Source: an optimization exercise on an open RTL-to-GDS flow (aim: small area). Production flows keep margins and buffers that such runs may drop. In this exercise RTL edits were held to simulation tests only and were not proved equivalent to the original. No activity file was given, so power comes from the tool's default toggle rates.

[design/flow/config.mk]
export PLATFORM = sky130hd
export DESIGN_NAME = illum_rx
export DESIGN_NICKNAME = illum_rx
export VERILOG_FILES = /design/flow/design.v
export SDC_FILE = /design/flow/constraint.sdc
export NUM_CORES = 4
export LEC_CHECK = 0
export CAP_MARGIN = 20
export CORE_MARGIN = 2
export CORE_UTILIZATION = 40
export SLEW_MARGIN = 20
[design/flow/constraint.sdc]
create_clock -name core_clock -period 10.0 [get_ports {clk}]
set_input_delay 2.0000 -clock core_clock [delete_from_list [all_inputs] [get_ports {clk}]]
set_output_delay 2.0000 -clock core_clock [all_outputs]
set_load 0.01 [all_outputs]
[design/flow/design.v]
module illum_rx (
    input  wire        clk,
    input  wire        rst,               
    input  wire        in_valid,
    input  wire [7:0]  in_data,
    input  wire        in_long,           
    input  wire        in_check_framing,  
    output reg         out_valid,
    output reg         out_long,
    output reg  [2:0]  out_err,
    output reg  [7:0]  out_bcc,
    output reg  [6:0]  out_head,
    output reg  [15:0] out_cmd,
    output reg  [31:0] out_param,
    output reg  [2:0]  out_status,
    output reg         out_low_battery,
    output reg         out_d1_absent,
    output reg         out_d1_neg,
    output reg  [13:0] out_d1_mant,
    output reg  [3:0]  out_d1_exp,
    output reg         out_d2_absent,
    output reg         out_d2_neg,
    output reg  [13:0] out_d2_mant,
    output reg  [3:0]  out_d2_exp,
    output reg         out_d3_absent,
    output reg         out_d3_neg,
    output reg  [13:0] out_d3_mant,
    output reg  [3:0]  out_d3_exp
);
    localparam [2:0] ERR_NONE     = 3'd0;
    localparam [2:0] ERR_FRAMING  = 3'd1;
    localparam [2:0] ERR_CHECKSUM = 3'd2;
    localparam [2:0] ERR_HEAD     = 3'd3;
    localparam [2:0] ERR_MEAS1    = 3'd4;
    localparam [2:0] ERR_MEAS2    = 3'd5;
    localparam [2:0] ERR_MEAS3    = 3'd6;
    localparam [2:0] ST_OK        = 3'd0;
    localparam [2:0] ST_OVERRANGE = 3'd1;
    localparam [2:0] ST_HEADOFF   = 3'd2;
    localparam [2:0] ST_EEPROM1   = 3'd3;
    localparam [2:0] ST_EEPROM2   = 3'd4;
    localparam [2:0] ST_UNKNOWN   = 3'd7;
    localparam [7:0] STX = 8'h02;
    localparam [7:0] ETX = 8'h03;
    localparam [7:0] CR  = 8'h0D;
    localparam [7:0] LF  = 8'h0A;
    reg [7:0] fbuf [0:31];
    reg [4:0] count;        
    reg       frame_long;   
    reg       frame_chk;    
    reg       done;         
    wire       cur_long = (count == 5'd0) ? in_long : frame_long;
    wire [4:0] last_idx = cur_long ? 5'd31 : 5'd13;
    always @(posedge clk) begin
        if (rst) begin
            count      <= 5'd0;
            frame_long <= 1'b0;
            frame_chk  <= 1'b0;
            done       <= 1'b0;
        end else begin
            done <= 1'b0;
            if (in_valid) begin
                fbuf[count] <= in_data;
                if (count == 5'd0) begin
                    frame_long <= in_long;
                    frame_chk  <= in_check_framing;
                end
                if (count == last_idx) begin
                    count <= 5'd0;
                    done  <= 1'b1;
                end else begin
                    count <= count + 5'd1;
                end
            end
        end
    end
    function is_digit(input [7:0] b);
        is_digit = (b >= 8'h30) && (b <= 8'h39);
    endfunction
    function is_hex(input [7:0] b);
        is_hex = ((b >= 8'h30) && (b <= 8'h39)) ||
                 ((b >= 8'h41) && (b <= 8'h46)) ||
                 ((b >= 8'h61) && (b <= 8'h66));
    endfunction
    function [3:0] hexval(input [7:0] b);
        if (b <= 8'h39)      hexval = b[3:0];              
        else                 hexval = b[3:0] + 4'd9;       
    endfunction
    function [3:0] digit(input [7:0] b);
        digit = b[3:0];
    endfunction
    function meas_absent(input [47:0] m);
        meas_absent = (m == {6{8'h20}});
    endfunction
    function meas_bad(input [47:0] m);
        meas_bad = !meas_absent(m) &&
                   !(is_digit(m[39:32]) && is_digit(m[31:24]) &&
                     is_digit(m[23:16]) && is_digit(m[15:8]) &&
                     is_digit(m[7:0]));
    endfunction
    function [13:0] meas_mant(input [47:0] m);
        meas_mant = 14'd1000 * digit(m[39:32]) + 14'd100 * digit(m[31:24]) +
                    14'd10 * digit(m[23:16]) + {10'd0, digit(m[15:8])};
    endfunction
    function [3:0] meas_exp(input [47:0] m);
        meas_exp = digit(m[7:0]) - 4'd4;
    endfunction
    integer i;
    reg [7:0]  bcc_calc;
    reg [7:0]  bcc_rx;
    reg        bcc_ok;
    reg        framing_ok;
    reg        head_ok;
    reg [47:0] m1, m2, m3;
    reg [2:0]  err;
    reg [2:0]  status;
    reg        low_bat;
    always @(*) begin
        bcc_calc = 8'h00;
        if (frame_long) begin
            for (i = 1; i <= 27; i = i + 1)
                bcc_calc = bcc_calc ^ fbuf[i];
            bcc_ok = is_hex(fbuf[28]) && is_hex(fbuf[29]);
            bcc_rx = {hexval(fbuf[28]), hexval(fbuf[29])};
            framing_ok = (fbuf[0] == STX) && (fbuf[27] == ETX) &&
                         (fbuf[30] == CR) && (fbuf[31] == LF);
        end else begin
            for (i = 1; i <= 9; i = i + 1)
                bcc_calc = bcc_calc ^ fbuf[i];
            bcc_ok = is_hex(fbuf[10]) && is_hex(fbuf[11]);
            bcc_rx = {hexval(fbuf[10]), hexval(fbuf[11])};
            framing_ok = (fbuf[0] == STX) && (fbuf[9] == ETX) &&
                         (fbuf[12] == CR) && (fbuf[13] == LF);
        end
        bcc_ok  = bcc_ok && (bcc_rx == bcc_calc);
        head_ok = is_digit(fbuf[1]) && is_digit(fbuf[2]);
        m1 = {fbuf[9],  fbuf[10], fbuf[11], fbuf[12], fbuf[13], fbuf[14]};
        m2 = {fbuf[15], fbuf[16], fbuf[17], fbuf[18], fbuf[19], fbuf[20]};
        m3 = {fbuf[21], fbuf[22], fbuf[23], fbuf[24], fbuf[25], fbuf[26]};
        if (frame_chk && !framing_ok)       err = ERR_FRAMING;
        else if (!bcc_ok)                   err = ERR_CHECKSUM;
        else if (!head_ok)                  err = ERR_HEAD;
        else if (frame_long && meas_bad(m1)) err = ERR_MEAS1;
        else if (frame_long && meas_bad(m2)) err = ERR_MEAS2;
        else if (frame_long && meas_bad(m3)) err = ERR_MEAS3;
        else                                err = ERR_NONE;
        case (fbuf[6])
            8'h20, 8'h37: status = ST_OK;
            8'h35:        status = ST_OVERRANGE;
            8'h31:        status = ST_HEADOFF;
            8'h32:        status = ST_EEPROM1;
            8'h33:        status = ST_EEPROM2;
            default:      status = ST_UNKNOWN;
        endcase
        case (fbuf[8])
            8'h30, 8'h32: low_bat = 1'b0;
            8'h31, 8'h33: low_bat = 1'b1;
            default: begin
                low_bat = 1'b0;
                status  = ST_UNKNOWN;
            end
        endcase
    end
    always @(posedge clk) begin
        if (rst) begin
            out_valid <= 1'b0;
        end else begin
            out_valid <= done;
        end
    end
    always @(posedge clk) begin
        if (done) begin
            out_long        <= frame_long;
            out_err         <= err;
            out_bcc         <= bcc_calc;
            out_head        <= 7'd10 * digit(fbuf[1]) + {3'd0, digit(fbuf[2])};
            out_cmd         <= {fbuf[3], fbuf[4]};
            out_param       <= {fbuf[5], fbuf[6], fbuf[7], fbuf[8]};
            out_status      <= status;
            out_low_battery <= low_bat;
            out_d1_absent   <= meas_absent(m1);
            out_d1_neg      <= (m1[47:40] == 8'h2D);
            out_d1_mant     <= meas_mant(m1);
            out_d1_exp      <= meas_exp(m1);
            out_d2_absent   <= meas_absent(m2);
            out_d2_neg      <= (m2[47:40] == 8'h2D);
            out_d2_mant     <= meas_mant(m2);
            out_d2_exp      <= meas_exp(m2);
            out_d3_absent   <= meas_absent(m3);
            out_d3_neg      <= (m3[47:40] == 8'h2D);
            out_d3_mant     <= meas_mant(m3);
            out_d3_exp      <= meas_exp(m3);
        end
    end
endmodule
[design/flow/run.sh]
#!/bin/bash
# synth_recipe.tcl (not shown) runs the flow's synth.tcl, then flattens the netlist and writes it again
# the make line also repeats each setting of config.mk as NAME=value (left out here)
make -C /OpenROAD-flow-scripts/flow DESIGN_CONFIG=/design/flow/config.mk WORK_HOME=/design/flow/orfs CLKGATE_MAP_FILE= SYNTH_SCRIPT=/design/flow/synth_recipe.tcl finish
==> run notes <==
==> flip-flops by register name (all words and copies together), names as in the netlist, 3 cells and up <==
name / flops
out_head: 7
fbuf: 256
out_param: 32
out_d3_mant: 14
out_bcc: 8
out_status: 3
out_err: 3
out_d2_mant: 14
count: 5
out_d1_mant: 14
out_cmd: 16
out_d2_exp: 4
out_d1_exp: 4
out_d3_exp: 4
==> critical path: stages, from the launching register on <==
cell	delay, ns
edfxtp_1	0.65
inv_1	0.21
ha_1	0.33
inv_1	0.05
fa_1	0.50
fa_1	0.55
inv_1	0.05
fa_1	0.43
ha_1	0.30
ha_1	0.33
a21boi_1	0.15
o21ai_0	0.24
a21boi_1	0.12
o21ai_0	0.18
nand2b_1	0.11
a21o_1	0.18
a21oi_1	0.16
xnor2_1	0.08
==> metal layers <==
layer / global-route usage [%] / vias to the layer above
met3: 2.99 / 71
met2: 29.0 / 370
met1: 26.1 / 6189
li1: - / 5838
met4: 5.74 / 0
met5: 0 / -
==> cells in the mapped netlist, drive strengths merged, types with 10 or more instances <==
library cell,count,area [sq um]
nor3,13,70.1
nand2,50,188
fa,53,1060
mux2i,14,140
nand2b,16,100
xnor3,15,338
a21boi,10,75.1
o21ai,45,225
a21oi,53,265
ha,210,2630
xnor2,220,1940
nor4,23,150
nand4,14,87.6
nor2b,14,87.6
nor2,83,312
nand3,21,105
nor4b,11,96.3
a21o,14,105
inv,153,574
edfxtp,387,11600
xor2,35,307
==> cell type report <==
cell class,instances,area [sq um],share of cell area (%)
flip-flops and latches,396,11800,47.1
multi-input cells,983,8820,35.2
repair buffers,149,1450,5.81
clock buffers,52,1130,4.52
well taps,688,861,3.44
inverters,154,578,2.31
clock inverters,28,389,1.55
==> cell families (layout without fill, tap and decap cells) <==
logic type / Yosys count / after routing
XOR/XNOR: 270 / 270
AND/OR/NAND/NOR: 279 / 279
adder cells (fa/ha/maj): 263 / 263
flip-flops: 396 / 396
multiplexers: 17 / 17
buffers and inverters: 161 / 383
AO/OA/AOI/OAI: 154 / 154
==> where the power goes <==
| group | internal (uW) | switching [uW] |
|---|---|---|
| clock network | 982 | 706 |
| registers | 1820 | 3.82 |
| logic | 21.3 | 51.4 |
| total | 2820 | 761 |
==> worst paths after layout <==
path	endpoint	startpoint
max	out_d1_mant[13]	fbuf[10][2]
min	out_cmd[4]	fbuf[4][4]
max reg2reg	out_d1_mant[13]	fbuf[10][2]
min reg2reg	out_cmd[4]	fbuf[4][4]
==> stage by stage <==
stage          instance area, sq um  hold slack, ns  cells  setup slack [ns]  utilization, %
3_3_place_gp                  23500           0.455   2370              5.21            44.8
4_1_cts                       25000           0.473   2450              5.11            47.6
5_1_grt                       25000           0.482   2450              4.72            47.6
6_report                      25000           0.472   2450              5.14            47.6
2_1_floorplan                 21200           0.447   1540              5.55               -
3_5_place_dp                  23500           0.458   2370              5.12            44.8
==> run_results.csv <==
group,metric,value,unit
run_status,status,"finished clean",
clocking,numCtsBuffers,44,
setup_path,setup.worst_path.start_class,"register",
job,drv_cap,0,
clocking,ctsHoldBuffers,0,
logic_synthesis,syn_nets,1816,
sta,finalSetupViolCount,0,
layout,mostFrequentLayoutCell,"edfxtp_1",
placed_design,dp_hpwl,35500,um
sta,max_freq,0.206,GHz
sta,slew-limit-headroom,33.1,%
logic_synthesis,synth_top_flop_cell,"edfxtp_1",
layout,antennaDiodeCount,0,
logic_synthesis,synth-seq-area-share,55.6,%
sta,tns,0,ns
setup_path,crit_arrival,5.20,ns
floorplanning,die_x,234,um
detailed_routing,drt-total-wl,49500,um
clocking,clockRootBuffer,"clkbuf_16",
logic_synthesis,synth_simple_gate_area_share,6.87,%
sta,final.period_utilization,48.6,%
floorplanning,design.portCount,145,
power_and_ir_drop,worst_ir_drop_vdd,0.131,mV
logic_synthesis,synth_top_family_by_area,"adder cells",
layout,fin_nets,2004,
detailed_routing,dr.pass1.iters,5,
layout,final_cell_mix,"edfxtp_1 (387), xnor2_1 (218), ha_1 (210)",
global_route,grt_overflow,0,
global_route,grt_pass1_wl,75100,um
logic_synthesis,netlist-cell-type-count,53,
logic_synthesis,synth_edf_count,387,
clocking,cts_max_level,2,
floorplanning,core-area,52600,sq um
power_and_ir_drop,powerDensity,143,nW/um^2
logic_synthesis,synth_area_per_cell,13.8,sq um
setup_path,rrSetupSlack,5.14,ns
placed_design,gp_congestion,0.847,
floorplanning,dieArea,54900,sq um
clocking,postCtsResizedCells,0,
placed_design,io_buffers,144,
detailed_routing,met3_length,3040,um
setup_path,end_kind,"register",
sta,hold_violations,0,
detailed_routing,drt.antenna.violating_nets,0,
logic_synthesis,ys_ff_latch,396,
logic_synthesis,yosys_warnings,1,
clocking,cts_tree,"built",
clocking,clkTransAtPathRegs,0.06,ns
floorplanning,die_y,234,um
sta,rsz0062_at_grt,"no",
detailed_routing,topRoutingLayerUsed,"met4",
min_path,min_path_cells,0,
sta,worst_pin_slew,1.00,ns
sta,maxSlewViolCount,0,
sta,period_minus_slack,4.86,ns
clocking,postCtsSetupBuffers,0,
detailed_routing,drtIter0Drc,902,
power_and_ir_drop,p_leak,0.00940,uW
logic_synthesis,syn_inst,1540,
sta,skew,0.0397,ns
global_route,grt_max_degree,75,
detailed_routing,via_per_inst,5.09,
detailed_routing,drc,0,
clocking,clock_latency,0.60,ns
global_route,grt_antenna_before_repair,0,
logic_synthesis,synthArstFlopShare,0,%
logic_synthesis,synth_compound_area_share,4.30,%
layout,nFillCells,4599,
layout,areaGrowthSynthToFinish,18.0,%
setup_path,path_max_fanout,10,
setup_path,crit_type,"register to register",
detailed_routing,wl_met2,23000,um
floorplanning,fp-row-count,84,
layout,drive_gt1_share,4.88,%
setup_path,reg2reg_depth,17,
logic_synthesis,netlist_area,21200,sq um
min_path,min_path_type,"register to register",
power_and_ir_drop,total_power,3580,uW
setup_path,cp_data_required_time,10.34,ns
logic_synthesis,yosys.area_share.adder,17.4,%
global_route,grt_pass1_vias,12600,
logic_synthesis,synthXorXnorAreaFrac,12.2,%
clocking,cts_sinks,396,
global_route,grtUsageTotal,18.4,%
floorplanning,initial_core_util,40.4,%
detailed_routing,num_vias,12500,
logic_synthesis,muxShareOfSynthArea,0.819,%
detailed_routing,wire_per_inst,20.2,um
detailed_routing,wl_met1,22200,um
clocking,clockBufferDepth,3,

port drivers added, routing unchanged:
The results above use ideal ports. As a check the final layout listed here was re-extracted and re-timed, cells and wires unchanged. Step 1 sets driving cells, clkbuf_16 on the clock port and buf_2 on the other inputs (assumed; they add their load-dependent delay and slew). Step 2 also shifts input and output timing later by t, the mid clock arrival at the registers, as if the neighbouring blocks saw the same clock. Slacks: ideal ports / drivers / drivers and shift; pairs: ideal ports / drivers.
shift t [ns]: 0.639
setup slack, ns: 5.145 / 5.145 / 5.145
latest minus earliest clock arrival (ns): 0.042 / 0.042
pins driven straight from the clock port: 1
After both steps setup and hold are still met in this run. The setup slack of this run moves by 0.000 ns with the drivers and by 0.000 ns with both steps.
